Background: an optimization exercise with open tools, aiming at small area and a short achievable clock period. Do not read the settings as production practice. No activity file was given, so power comes from the tool's default toggle rates.

## cao_pipe
module cao_pipe (
    input  wire        clk,
    input  wire        rst,           
    input  wire [31:0] last_pc,       
    output wire        imem_en,
    output wire [31:0] imem_addr,
    input  wire [63:0] imem_rdata,
    output wire        dmem_en,
    output wire        dmem_we,
    output wire [11:0] dmem_addr,
    output wire [31:0] dmem_wdata,
    input  wire [31:0] dmem_rdata,
    output wire        halted,
    output wire        faulted,
    output wire [31:0] fault_addr,
    output wire [31:0] cycle_count,
    output wire [31:0] retired_count,
    input  wire [3:0]  dbg_sel,
    output wire [31:0] dbg_data
);
Size in the first run: about 5500 cells after synthesis, roughly 840 flip-flops, ~56000 um2 of cells after synthesis.
Settings: LEC_CHECK=0, CAP_MARGIN=20, CELL_PAD_IN_SITES_DETAIL_PLACEMENT=1, CELL_PAD_IN_SITES_GLOBAL_PLACEMENT=2, CORE_MARGIN=2, CORE_UTILIZATION=40, PLACE_DENSITY=0.55, SETUP_SLACK_MARGIN=5, SLEW_MARGIN=20; clock period 12.0 ns.
run.sh (not shown) runs the stock make flow with config.mk's settings and CLKGATE_MAP_FILE= SYNTH_SCRIPT=/design/flow/synth_recipe.tcl, a recipe that flattens the netlist after the stock synthesis.
Next try:
--- a/flow/design.v
+++ b/flow/design.v
@@ -35,23 +35,24 @@
         has_dest = (op >= OP_ADD && op <= OP_MOVC) || op == OP_LOAD;
     endfunction
     reg        halted_r, faulted_r;
     reg [31:0] pc;
     reg        zf, zl, f_stall;
     reg [31:0] cyc, ret;
     reg [31:0] x [0:15];
     reg        d_v, d_last;
     reg [3:0]  d_op, d_rd, d_ra, d_rb;
     reg [31:0] d_imm;
     reg        e_v, e_ph, e_last;
-    reg [3:0]  e_op, e_rd, e_ra, e_rb;
+    reg [3:0]  e_op, e_rd, e_ra;
+    reg [15:0] e_rbh;                  
     reg [31:0] e_imm;
     reg        m_v, m_wr, m_ld, m_st, m_mem, m_tk, m_fault, m_term;
     reg [3:0]  m_rd;
     reg [11:0] m_a12;
     reg [31:0] m_buf, m_cs;
     reg        w_v, w_wr, w_term;
     reg [3:0]  w_rd;
     reg [31:0] w_buf;
     wire run = ~halted_r & ~faulted_r;
     wire [31:0] npc     = m_tk ? m_buf : pc;            
     wire        ex_v    = e_v & ~m_tk;                  
@@ -70,23 +71,29 @@
     wire [3:0]  i_op  = imem_rdata[63:60];
     wire        i_v   = (i_op != 4'd0);
     wire        i_st  = (i_op == OP_STORE);
     wire        i_br  = (i_op == OP_BZ) | (i_op == OP_BNZ);
     wire [3:0]  i_rs1 = imem_rdata[53:50];
     wire [3:0]  i_rs2 = imem_rdata[48:45];
     wire [31:0] i_imm = imem_rdata[31:0];
     wire [31:0] i_tgt = npc + i_imm;
     assign imem_en   = run & ~m_fault & fetch;
     assign imem_addr = npc;
     wire [31:0] va = x[e_ra];
-    wire [31:0] vb = x[e_rb];
+    reg  [31:0] vb;
+    integer j;
+    always @(*) begin
+        vb = 32'd0;
+        for (j = 0; j < 16; j = j + 1)
+            vb = vb | (x[j] & {32{e_rbh[j]}});
+    end
     wire        is_sub = (e_op == OP_SUB);
     wire [31:0] opb    = ((e_op == OP_ADD) | is_sub) ? vb : e_imm;
     wire [32:0] sum33  = {va, 1'b1} + {opb ^ {32{is_sub}}, is_sub};
     wire [31:0] sum    = sum33[32:1];
     wire        in_rng = (sum[31:12] == 20'd0);
     wire [31:0] mx = e_ph ? {va[15:0], 16'd0} : va;
     wire [15:0] my = e_ph ? vb[31:16] : vb[15:0];
     wire [31:0] mz  = e_ph ? m_buf : 32'd0;
     wire [31:0] mz2 = e_ph ? m_cs  : 32'd0;
     wire bo0 = my[0] ^ 1'b0;
     wire bt0 = (my[1] & ~my[0] & ~1'b0) | (~my[1] & my[0] & 1'b0);
@@ -825,23 +832,23 @@
             d_op   <= i_op;
             d_rd   <= imem_rdata[58:55];
             d_ra   <= i_st ? i_rs2 : i_rs1;
             d_rb   <= i_st ? i_rs1 : i_rs2;
             d_imm  <= i_br ? i_tgt : i_imm;
             d_last <= (npc == last_pc);
         end
         if (!ex_mul1) begin
             e_op   <= d_op;
             e_rd   <= d_rd;
             e_ra   <= d_ra;
-            e_rb   <= d_rb;
+            e_rbh  <= 16'd1 << d_rb;
             e_imm  <= d_imm;
             e_last <= d_last;
         end
         e_ph   <= ex_mul1;
         m_rd   <= e_rd;
         m_a12  <= sum[11:0];
         m_ld   <= (e_op == OP_LOAD);
         m_st   <= (e_op == OP_STORE);
         m_term <= (e_op == OP_HALT) | e_last;
         if (!(faulted_r | m_fault))
             m_buf <= exr;
The changed run ran to the end with no violations.
Design area fell by 3.2%.
Utilization drops by 1.6 points.
Hold slack degrades by 9.2 ps.
Global-route usage is lower by 3.4 points.
Total power goes up by 5.5%.
Die area is about the same.
Worst setup slack gains 410 ps.
Routed wire length drops by 6.5%.
Clock-buffer cell count shrinks by 11.
Maximum frequency rises by 5.8%.
Synthesized area barely changes.
No run of this note included a check of the RTL's function; only the layout flow was run.

## afterwards: timing with drivers on the ports
The flow's constraints put no driver on any port. The routed layouts listed below were extracted and timed again, unchanged, in two steps.
Step 1 assumes that a clkbuf_16 drives the clock port and a buf_2 every other input.
Step 2, shift: input delay + t, output delay - t, t = (earliest + latest rising clock arrival at the registers) / 2. This alone moves slack from input paths to output paths.
Three values: ideal, step 1, step 2; two values: the first two.
run | t, ns | setup WS [ns] | latest minus earliest clock arrival (ns)
the first run | 0.822 | 4.545 / 4.545 / 4.545 | 0.077 / 0.077
the second run | 0.818 | 4.951 / 4.939 / 4.939 | 0.050 / 0.050
After both steps every run listed still meets setup and hold. The setup slack of the second run, which loses most, moves by -0.012 ns with the drivers and by -0.012 ns with both steps.
